Context: an optimization exercise on an open-source flow, tuned for small area, a short achievable clock period and few clock cycles per item. The choices shown serve that exercise and are no tape-out recipe.
In this exercise RTL edits were held to simulation tests only and were not proved equivalent to the original.
Power and IR drop assume default switching activity.

[design.v]
module hdr_rowdec (
    input  wire        clk,
    input  wire        rst,           
    input  wire        cmd_valid,
    output wire        cmd_ready,
    input  wire [5:0]  cmd_len,       
    input  wire        cmd_first,     
    input  wire        in_valid,
    output wire        in_ready,
    input  wire [7:0]  in_byte,
    output reg         done,          
    output reg  [1:0]  err,           
    output wire        busy,
    input  wire [4:0]  rd_addr,
    output wire [31:0] rd_data
);
    localparam [2:0] S_IDLE = 3'd0, S_FIRST = 3'd1, S_MARK = 3'd2, S_LEG = 3'd3,
                     S_CTRL = 3'd4, S_RVAL = 3'd5, S_LIT = 3'd6;
    localparam [1:0] E_OK = 2'd0, E_OVERRUN = 2'd2, E_NOPREV = 2'd3;
    reg [2:0]  state;
    reg [31:0] row [0:31];
    reg [31:0] lp;
    reg        prev_valid;
    reg [5:0]  len;
    reg [5:0]  pos;           
    reg [5:0]  tend;          
    reg [1:0]  plane;
    reg [1:0]  bcnt;          
    reg [23:0] quad;          
    reg        shifted;       
    assign cmd_ready = (state == S_IDLE);
    assign busy = (state != S_IDLE);
    assign in_ready = busy;
    assign rd_data = row[rd_addr];
    wire take = in_valid && busy;
    wire [5:0]  room = len - pos;                       
    wire [5:0]  pos1 = pos + 6'd1;
    wire [31:0] qpix = {in_byte, quad[23:16], quad[15:8], quad[7:0]};
    wire        is_marker = (quad[7:0] == 8'd1) && (quad[15:8] == 8'd1) && (quad[23:16] == 8'd1);
    wire        fallback = (quad[15:8] != 8'h02) || quad[23];
    wire [7:0]  rlen = in_byte - 8'd128;
    wire        big = {1'b0, in_byte} > {3'b000, room};        
    wire        rbig = {1'b0, rlen} > {3'b000, room};          
    reg        wr;            
    reg        wrun;          
    reg [5:0]  wend;
    reg        wpix;          
    reg [31:0] wdat;
    always @* begin
        wr = 1'b0;
        wrun = 1'b0;
        wend = tend;
        wpix = 1'b0;
        wdat = {4{in_byte}};
        case (state)
            S_MARK: begin
                wpix = 1'b1;
                wdat = {in_byte, quad[23:16], quad[15:8], 8'h02};
                wr = take && bcnt == 2'd3 && fallback;
            end
            S_LEG: begin
                wpix = 1'b1;
                if (is_marker) begin
                    wdat = lp;
                    wrun = 1'b1;
                    wend = pos + in_byte[5:0];
                    wr = take && bcnt == 2'd3 && in_byte != 8'd0 && !shifted && !big &&
                         (pos != 6'd0 || prev_valid);
                end else begin
                    wdat = qpix;
                    wr = take && bcnt == 2'd3;
                end
            end
            S_RVAL: begin
                wrun = 1'b1;
                wr = take;
            end
            S_LIT: wr = take;
            default: ;
        endcase
    end
    wire [3:0] lanes = wpix ? 4'b1111 : (4'd1 << plane);
    reg  [31:0] wmask;
    integer k;
    always @* begin
        for (k = 0; k < 32; k = k + 1)
            wmask[k] = wr && (wrun ? (k[5:0] >= pos && k[5:0] < wend) : (k[5:0] == pos));
    end
    genvar gk, gb;
    generate
        for (gk = 0; gk < 32; gk = gk + 1) begin : g_row
            for (gb = 0; gb < 4; gb = gb + 1) begin : g_lane
                always @(posedge clk)
                    if (wmask[gk] && lanes[gb]) row[gk][gb*8 +: 8] <= wdat[gb*8 +: 8];
            end
        end
    endgenerate
    always @(posedge clk) begin
        done <= 1'b0;
        if (rst) begin
            state <= S_IDLE;
            prev_valid <= 1'b0;
            err <= E_OK;
        end else begin
            case (state)
                S_IDLE: if (cmd_valid) begin
                    len <= cmd_len;
                    pos <= 6'd0;
                    plane <= 2'd0;
                    bcnt <= 2'd0;
                    shifted <= 1'b0;
                    if (cmd_first) prev_valid <= 1'b0;
                    state <= (cmd_len < 6'd8) ? S_LEG : S_FIRST;
                end
                S_FIRST: if (take) begin
                    quad <= {in_byte, quad[23:8]};
                    bcnt <= 2'd1;
                    state <= (in_byte == 8'h02) ? S_MARK : S_LEG;
                end
                S_MARK: if (take) begin
                    bcnt <= bcnt + 2'd1;
                    if (bcnt != 2'd3) quad <= {in_byte, quad[23:8]};
                    else if (fallback) begin
                        lp <= wdat;
                        pos <= 6'd1;
                        state <= S_LEG;
                    end else begin
                        state <= S_CTRL;
                    end
                end
                S_LEG: if (take) begin
                    bcnt <= bcnt + 2'd1;
                    if (bcnt != 2'd3) quad <= {in_byte, quad[23:8]};
                    else if (!is_marker) begin
                        lp <= qpix;
                        pos <= pos1;
                        shifted <= 1'b0;
                        if (pos1 == len) begin
                            state <= S_IDLE; done <= 1'b1; err <= E_OK; prev_valid <= 1'b1;
                        end
                    end else begin
                        shifted <= 1'b1;
                        if (in_byte != 8'd0) begin
                            if (shifted || big)
                                begin state <= S_IDLE; done <= 1'b1; err <= E_OVERRUN; prev_valid <= 1'b0; end
                            else if (pos == 6'd0 && !prev_valid)
                                begin state <= S_IDLE; done <= 1'b1; err <= E_NOPREV; prev_valid <= 1'b0; end
                            else begin
                                pos <= wend;
                                if (wend == len) begin
                                    state <= S_IDLE; done <= 1'b1; err <= E_OK; prev_valid <= 1'b1;
                                end
                            end
                        end
                    end
                end
                S_CTRL: if (take) begin
                    if (in_byte > 8'd128) begin
                        if (rbig) begin state <= S_IDLE; done <= 1'b1; err <= E_OVERRUN; prev_valid <= 1'b0; end
                        else begin
                            tend <= pos + rlen[5:0];
                            state <= S_RVAL;
                        end
                    end else if (big) begin
                        state <= S_IDLE; done <= 1'b1; err <= E_OVERRUN; prev_valid <= 1'b0;
                    end else if (in_byte != 8'd0) begin
                        tend <= pos + in_byte[5:0];
                        state <= S_LIT;
                    end
                end
                S_RVAL, S_LIT: if (take) begin
                    lp[plane*8 +: 8] <= in_byte;
                    pos <= (state == S_RVAL) ? tend : pos1;
                    if (state == S_RVAL || pos1 == tend) begin
                        state <= S_CTRL;
                        if (tend == len) begin
                            pos <= 6'd0;
                            plane <= plane + 2'd1;
                            if (plane == 2'd3) begin
                                state <= S_IDLE; done <= 1'b1; err <= E_OK; prev_valid <= 1'b1;
                            end
                        end
                    end
                end
                default: state <= S_IDLE;
            endcase
        end
    end
endmodule
[run.sh]
#!/bin/bash
# synth_recipe.tcl (not shown) runs the flow's synth.tcl, then flattens the netlist and writes it again
# the make line also repeats each setting of config.mk as NAME=value (left out here)
make -C /OpenROAD-flow-scripts/flow DESIGN_CONFIG=/design/flow/config.mk WORK_HOME=/design/flow/orfs CLKGATE_MAP_FILE= SYNTH_SCRIPT=/design/flow/synth_recipe.tcl finish
[config.mk]
export PLATFORM = sky130hd
export DESIGN_NAME = hdr_rowdec
export DESIGN_NICKNAME = hdr_rowdec
export VERILOG_FILES = /design/flow/design.v
export SDC_FILE = /design/flow/constraint.sdc
export NUM_CORES = 4
export LEC_CHECK = 0
export CAP_MARGIN = 20
export CORE_MARGIN = 2
export CORE_UTILIZATION = 40
export SLEW_MARGIN = 20
[constraint.sdc]
create_clock -name core_clock -period 10.0 [get_ports {clk}]
set_input_delay 2.0000 -clock core_clock [delete_from_list [all_inputs] [get_ports {clk}]]
set_output_delay 2.0000 -clock core_clock [all_outputs]
set_load 0.01 [all_outputs]
==> results by group <==
Status
  • Status: timing/DRC/antenna clean

Power
  • Power Dens Cells: 225 mW/mm²
  • Switching power: 0.00313 W
  • Flop pwr share: 48.7%
  • Net Sw Frac: 27.1%
  • Max VDD drop: 0.190 mV
  • Total power: 0.0116 W
  • Combinational share of power: 14.8%
  • P_leak: 16.2 nW
  • Clk pwr share: 36.5%
  • Int Power: 0.00842 W

GRT
  • Vias in the first global route: 28.2k
  • Initial antenna violation count: 3
  • Total track usage: 26.8%
  • Gr ovfl total: 0
  • Busiest metal layer after global routing: met2
  • Largest net degree at the start of global routing: 34
  • M1 GR Usage: 37.1%
  • Global-route wire length before repair: 214,000 µm
  • GR Layer Usage met3: 6.50%
  • Met2 Usage GRT: 41.8%

Place
  • Placed instance count: 4,301
  • Port Buffer Count: 61
  • Routability Congestion: 0.902
  • Dpl hpwl: 95,500 µm

Synthesis
  • FF+latch count, synth: 1,110
  • Number of synthesized flops with an enable pin: 1,103
  • Post-synth top area share: 74.9%
  • Mapped cell area: 0.0442 mm²
  • Syn Area/Cell: 15.8 µm²
  • Yosys warning total: 2
  • Largest cells by area after synthesis: edfxtp_1, a22o_1, a221oi_1, a22oi_1, nor2_1
  • Post-synth top flop: edfxtp_1
  • Ys async rst share: 0%
  • Yosys top cell by area: edfxtp_1
  • Post-Synthesis Cells: 2,794
  • Post-synthesis cell type count: 93
  • Seq/Total Area, Yosys: 75.3%
  • Syn nets: 2,844

Timing
  • TNS Setup: 0 ps
  • Slew @ Worst Pin: 1280 ps
  • Unrepaired setup endpoints after global routing: no
  • Final Cycle Share: 78.3%
  • Final setup fails: 0
  • Final Hold Violating Endpoints: 0
  • Minimum clock period: 7830 ps
  • Slew margin rel.: 14.7%
  • Worst clock skew: 73.0 ps
  • Final slew viol count: 0
  • Fmax: 0.128 GHz

Routing
  • DR DRC count: 0
  • Antenna viol nets, final: 0
  • DR iter-0 viols: 4,855
  • Vias: 29.4k
  • Pre-Repair DR Iteration Count: 8
  • Wire length per cell: 34.2 µm
  • Via density: 6.50
  • Total routed wirelength: 154,000 µm

Floorplan
  • # rows: 121
  • Die Ht: 336 µm
  • Die W: 336 µm
  • IO Pins: 62
  • Starting Density: 40.4%
  • Core area: 0.109 mm²
  • Die area: 0.113 mm²

Critical path
  • Worst setup SP type: primary input
  • Worst path most repeated cell: clkdlybuf4s50_1
  • Setup Crit Path Kind: primary input to output pin
  • WP data required: 8000 ps
  • CP Max Fanout: 15
  • Slowest cell delay on critical path: 900 ps
  • Crit-path cells: clkdlybuf4s50_1 > nand2b_1 > nor2_4 > buf_4 > a22o_1 > a221oi_1 > nand4_1 > o32a_1 > clkdlybuf4s50_1
  • CP arrival: 5830 ps
  • CP Capture Type: output pin
  • CP max-delay cell: nor2_4

CTS
  • Post-CTS Hold Buffers: 0
  • TritonCTS Sinks: 1,110
  • Post-CTS sizing: 0
  • Max clock buf depth: 3
  • Clock slew at reported path FFs: 60 ps
  • Inserted Clock Buffers: 110
  • H-tree depth: 3
  • Clock Root Buffer: clkbuf_16
  • Clock latency on the worst-skew pair: 720 ps
  • Post-CTS setup buffer count: 0
  • TritonCTS clock tree: yes

Cells and area
  • # diodes: 0
  • Final #Nets: 2,994
  • Fraction of layout cells with a size suffix above 1: 14.5%
  • Fillers: 9,397
  • Synth-to-layout area growth: 16.1%
  • Final std cells w/o fill: 4,514

Hold path
  • Hold WC Path Type: flip-flop to flip-flop

Flow run
  • Max_cap viols: 0
[final cells by class]
class                   count  area [µm²]  share of cell area (%)
repair buffers            214        1850                    3.60
clock buffers             134        2890                    5.62
flip-flops and latches   1110       33300                    64.8
well taps                1476        1850                    3.60
clock inverters            72         795                    1.55
multi-input cells        1477       10600                    20.6
inverters                  31         116                   0.227
[cell usage after synthesis, types with 6 or more instances]
cell	n
edfxtp_1	1103
nor2_1	236
a22oi_1	179
a22o_1	172
a221oi_1	166
clkbuf_1	133
nand2_1	106
a21oi_1	103
nand4_1	73
nand3_1	64
o21ai_0	54
o32a_1	32
inv_1	30
ha_1	24
nor3_1	20
buf_2	18
o22ai_1	16
xor2_1	14
a211oi_1	12
buf_1	12
xnor2_1	12
nor4_1	11
o211ai_1	11
a221o_1	8
and2_1	8
a21o_1	7
and3_1	7
dfxtp_1	7
nor2b_1	7
nor3b_1	7
o21ai_1	7
or3_1	7
buf_4	6
buf_6	6
mux2i_1	6
nand2b_1	6
[flip-flops by register name, indices dropped and copies added (netlist names), 2 cells and up]
register  cells
row        1024
lp           32
quad         24
len           6
pos           6
tend          6
state         3
bcnt          2
err           2
plane         2
[power by group through the flow]
stage | sequential, W | clock, W | combinational [W]
3_3_place_gp | 0.00572 | 0 | 0.00159
3_5_place_dp | 0.00572 | 0 | 0.00165
5_1_grt | 0.00563 | 0.00440 | 0.00182
4_1_cts | 0.00562 | 0.00423 | 0.00166
6_report | 0.00563 | 0.00422 | 0.00171
2_1_floorplan | 0.00565 | 0 | 0.00103
[routing by layer]
metal / vias up / share of wire (%)
li1: 11800 / -
met1: 15100 / 39
met2: 2153 / 46
met4: 0 / 3.2
met3: 319 / 12
met5: - / 0
[placed cells by master, fill, tap and decap left out, types with 7 or more instances in the layout]
| cell type | count |
|---|---|
| nor3_1 | 19 |
| inv_1 | 30 |
| clkbuf_16 | 112 |
| nor3b_1 | 7 |
| and3_1 | 7 |
| clkinv_1 | 30 |
| a221o_1 | 8 |
| clkdlybuf4s50_1 | 61 |
| ha_1 | 24 |
| or3_1 | 7 |
| nand4_1 | 73 |
| buf_4 | 144 |
| nor2_4 | 35 |
| nor2_2 | 25 |
| o21ai_2 | 13 |
| o32a_1 | 32 |
| xnor2_1 | 12 |
| nor2_1 | 177 |
| o22ai_1 | 16 |
| o21ai_0 | 45 |
| o211ai_1 | 11 |
| a211oi_1 | 12 |
| clkbuf_1 | 22 |
| nand2_1 | 102 |
| a22oi_1 | 179 |
| bufinv_16 | 13 |
| a221oi_1 | 166 |
| a21oi_1 | 94 |
| nand3_1 | 64 |
| a21o_1 | 7 |
| xor2_1 | 14 |
| o21ai_1 | 7 |
| dfxtp_1 | 7 |
| a22o_1 | 172 |
| and2_1 | 8 |
| edfxtp_1 | 1103 |
| clkinv_2 | 16 |
[metrics by stage]
stage | worst slack, ps | area (µm²) | util [%] | hold WS [ps]
2_1_floorplan | 3240 | 44200 | - | 441
3_3_place_gp | 2340 | 47400 | 43.3 | 489
3_5_place_dp | 2310 | 47500 | 43.5 | 495
4_1_cts | 2310 | 51200 | 46.9 | 517
5_1_grt | 2130 | 51300 | 47.0 | 528
6_report | 2170 | 51300 | 47.0 | 524
[path summary, 6_finish.rpt]
check                           slack [ps]  startpoint  cells after the start           to
worst max-delay path                  2170  rd_addr[3]                      9  rd_data[22]
worst min-delay path                   520    quad[10]                      0      quad[2]
worst max register to register        2860      pos[2]                     15  row[21][17]
worst min register to register         520    quad[10]                      0      quad[2]
[logic make-up (layout without fill, tap and decap cells)]
| family | count (synthesis) | after routing | share of synthesized area (%) |
|---|---|---|---|
| AOI/OAI and AO/OA | 822 | 822 | 14.4 |
| xor gates and xnor gates | 32 | 32 | 0.824 |
| adders and majority gates | 26 | 26 | 0.770 |
| buffers and inverters | 207 | 451 | 1.97 |
| DFF | 1110 | 1110 | 75.3 |
| muxes | 13 | 13 | 0.340 |
| and+or+nand+nor | 584 | 584 | 6.39 |
[critical path: cells and delay by family]
family | cells | cell delay [ps]
and+or+nand+nor | 3 | 1590
buffers and inverters | 3 | 1600
AOI/OAI and AO/OA | 3 | 630
Testbench counts, summed over its fixed seeds: cycles 150,134, rows 2,400.

-- what the ideal ports hide --
Ports are ideal in the flow. The routed layout listed here was re-timed in OpenROAD.
Step 1 assumes that a clkbuf_16 drives the clock port and a buf_2 every other input.
Step 2 also shifts input and output timing later by t, the mid clock arrival at the registers, as if the neighbouring blocks saw the same clock.
a / b / c = no drivers / after step 1 / after step 2; a / b = the first two.
shift t [ns]: 0.752
slack for setup (ns): 2.166 / 2.139 / 2.139
worst setup path at the end: input to output
clock arrival spread, ns: 0.073 / 0.073
pins driven straight from the clock port: 1
After both steps setup and hold are still met in this run. For this run, drivers alone change the setup slack by -0.027 ns; drivers and shift together by -0.027 ns.
